Context: an optimization exercise on an open-source flow, tuned for small area, a short achievable clock period and few clock cycles. The choices shown serve that exercise and are no tape-out recipe. Function was checked by simulation only, so behaviour that the tests miss may differ from the original.

## the previous run
Design pluto_rx, start of the top module:
module pluto_rx (
    input  wire        clk,
    input  wire        rst,
    input  wire        cmd_valid,
    output wire        cmd_ready,
    input  wire [7:0]  cmd,
    input  wire        in_valid,
    output wire        in_ready,
    input  wire [7:0]  in_data,
    input  wire [3:0]  in_nbits,
    input  wire        in_last,
    output reg         out_valid,
    output reg  [7:0]  out_byte,
    output reg         rsp_valid,
    output wire [3:0]  rsp_status,
    output reg  [2:0]  rsp_sub,
    output reg  [31:0] rsp_value
);
Size: roughly 2600 cells after synthesis, ~430 flip-flops, roughly 76 I/O pins.
==> flow/config.mk <==
export PLATFORM = sky130hd
export DESIGN_NAME = pluto_rx
export DESIGN_NICKNAME = pluto_rx
export VERILOG_FILES = /design/flow/design.v
export SDC_FILE = /design/flow/constraint.sdc
export NUM_CORES = 4
export LEC_CHECK = 0
export ABC_AREA = 1
export CAP_MARGIN = 20
export CORE_MARGIN = 2
export CORE_UTILIZATION = 65
export CTS_CLUSTER_DIAMETER = 90
export CTS_CLUSTER_SIZE = 24
export SLEW_MARGIN = 20
==> flow/constraint.sdc <==
create_clock -name core_clock -period 10.0 [get_ports {clk}]
set_input_delay 2.0000 -clock core_clock [delete_from_list [all_inputs] [get_ports {clk}]]
set_output_delay 2.0000 -clock core_clock [all_outputs]
set_load 0.01 [all_outputs]
standard.sh (not shown) runs the stock make flow with config.mk's settings and CLKGATE_MAP_FILE= SYNTH_SCRIPT=/design/flow/synth_recipe.tcl, a recipe that flattens the netlist after the stock synthesis.
==> flow/flow/run.sh <==
#!/bin/bash
# The standard layout (standard.sh), with timing repair aimed at a 3.1 ns
# clock (setup margin 6.9 ns at the 10 ns constraint), plain buf_2 cells as
# the port buffers, and no separate adder-cell mapping in synthesis (ABC maps
# the adders with the rest of the logic). Full tool output is in standard.log.
set -e
bash standard.sh SETUP_SLACK_MARGIN=6.9 ADDER_MAP_FILE= \
    BUFFER_PORTS_ARGS="-buffer_cell sky130_fd_sc_hd__buf_2" finish > standard.log 2>&1
Having completed the whole flow, the previous run delivered a layout that passed the timing, DRC and antenna checks.
Testbench counts of the previous run, summed over its fixed seeds: cycles 38,315.
What the current run does differently from the previous run at the input level:
--- a/flow/design.v
+++ b/flow/design.v
@@ -62,59 +62,64 @@
         end
     endfunction
     function maj(input a, input b, input c);
         maj = (a & b) | (a & c) | (b & c);
     endfunction
     genvar gi;
     integer li;
     reg        phase;               
+    reg        cmd_rdy;             
     reg [1:0]  op, rate;            
     reg [7:0]  X;                   
     reg [7:0]  mm;                  
     reg        t0_beat, t0_last, t0_cmd, t0_ill;
-    assign cmd_ready = ~phase;
+    assign cmd_ready = cmd_rdy;
     assign in_ready  = phase;
-    wire cmd_fire  = cmd_valid & ~phase;
+    wire cmd_fire  = cmd_valid & cmd_rdy;
     wire in_fire   = in_valid & phase;
     wire cmd_crc   = (cmd == 8'h40);
     wire cmd_dec   = (cmd[7:2] == 6'b1000_00);
     wire cmd_find  = (cmd == 8'h90);
     wire cmd_legal = cmd_crc | cmd_dec | cmd_find;
     always @(posedge clk) begin
         if (rst) begin
             phase   <= 1'b0;
+            cmd_rdy <= 1'b1;
             t0_beat <= 1'b0;
             t0_cmd  <= 1'b0;
             t0_ill  <= 1'b0;
         end else begin
             t0_beat <= in_fire;
             t0_cmd  <= cmd_fire & cmd_legal;
             t0_ill  <= cmd_fire & ~cmd_legal;
-            if (cmd_fire & cmd_legal)
-                phase <= 1'b1;
-            else if (in_fire & in_last)
-                phase <= 1'b0;
+            if (cmd_fire & cmd_legal) begin
+                phase   <= 1'b1;
+                cmd_rdy <= 1'b0;
+            end else if (in_fire & in_last) begin
+                phase   <= 1'b0;
+                cmd_rdy <= 1'b1;
+            end
         end
         if (cmd_fire) begin
             op   <= cmd_crc ? OP_CRC : (cmd_dec ? OP_DEC : OP_FIND);
             rate <= cmd[1:0];
         end
         X       <= in_data;
         t0_last <= in_last;
         if (!in_last) mm <= 8'hFF;
         else case (in_nbits)
             4'd0: mm <= 8'h00; 4'd1: mm <= 8'h01; 4'd2: mm <= 8'h03; 4'd3: mm <= 8'h07;
             4'd4: mm <= 8'h0F; 4'd5: mm <= 8'h1F; 4'd6: mm <= 8'h3F; 4'd7: mm <= 8'h7F;
             default: mm <= 8'hFF;
         endcase
     end
     reg  [11:0] bc;                 
     reg  [78:0] W;                  
-    reg  [25:0] Q;
+    wire [25:0] Q = W[57:32];
     reg  [1:0]  ph;
     reg         lenbad;
     reg  [1:0]  gp;                 
     reg  [1:0]  cy;                 
     wire is_dec  = (op == OP_DEC);
     wire is_find = (op == OP_FIND);
     wire is_crc  = (op == OP_CRC);
     wire hdr_lt8 = (bc[11:3] == 9'd0);
@@ -235,26 +240,25 @@
         t1_vj  <= vj;
         t1_s   <= Snew;
         t1_lv  <= (t0_beat && is_find) ? lane_ok : 8'd0;
         if (t0_cmd) begin
             bc <= 12'd0;
             gp <= 2'd0;
         end else if (t0_beat) begin
             if (bc != 12'hFFF) bc <= bc + 12'd1;
-            if (!(is_dec && !hdr_lt8)) W <= V[78:0];
+            if (!(is_dec && !hdr_lt8))   W <= V[78:0];
+            else if (pay && rm[0] && gend) W[57:32] <= Q_d;
             if (is_dec && bc == 12'd4) begin
                 lenbad <= (W[31:0] == 32'd0) || (W[31:0] > MAX_LEN);
-                Q      <= W[25:0];
                 ph     <= 2'd0;
             end
             if (pay) begin
                 if (rm[0]) begin
                     ph <= gend ? 2'd0 : ph + 2'd1;
-                    if (gend) Q <= Q_d;
                 end
                 gp <= (rate[1] == rate[0]) ? 2'd0 :
                       (gp == 2'd0 ? 2'd2 : (gp == 2'd2 ? 2'd1 : 2'd0));
                 cy <= {x6, x7};
             end
         end
     end
     reg  [7:1]  cur;                
[summary]
- Of the two values seen for capture point of the worst path, out_byte[1] was produced by the current run and cmd_ready by the previous run.
- Synthesized cell count (the current run vs. the previous run) decreases by a few percent
- Going from the previous run to the current run, the setup slack of the critical path after layout was found to have gone down by 3.0 ps.
- For the current run, the critical path startpoint was out_byte[1], unlike the previous run, where it was phase.
- The current run ended with less final cell count than the previous run.
- On critical path depth, the higher figure sits with the previous run, not the current run.
- The current run against the previous run: global-route wire length before repair saw a decrease, total vias in the final route saw a decrease, post-route cell area saw a decrease, fmax saw little to no change, mean number of vias per cell saw little to no change.
- On overall global routing resource usage, the current run and the previous run are neck and neck.
- Side by side, antenna diode count turned out higher in the current run than in the previous run.
- Measured against the previous run, the number of enable-type register cells in the synthesized netlist of the current run comes out at 0.891 times the reference value.
Testbench counts of the current run, summed over its fixed seeds: cycles 38,315.

==> separate check: timing with driven ports <==
In the flow no input, the clock included, has a driving cell. The finished layouts below were timed again as built, in two steps.
Step 1 sets driving cells, clkbuf_16 on the clock port and buf_2 on the other inputs (assumed; they add their load-dependent delay and slew).
Step 2 moves the port delays by t, midway between the first and last clock arrival at a register: inputs arrive t later, outputs are due t later. That takes back most of the time a late clock gives input paths.
Three values: ideal ports, drivers, drivers and shift; two values: the first two.
run	t, ns	slack for setup (ns)	worst hold slack (ns)	worst slew at a driven data input, ns	cell pins on the clock port's net
the previous run	0.611	6.925 / 6.871 / 6.907	0.334 / 0.334 / 0.334	0.04	1
the current run	0.589	6.922 / 6.865 / 6.670	0.334 / 0.334 / 0.334	0.03	1
After both steps every run listed still meets setup and hold. The setup slack of the current run, which loses most, moves by -0.057 ns with the drivers and by -0.252 ns with both steps.
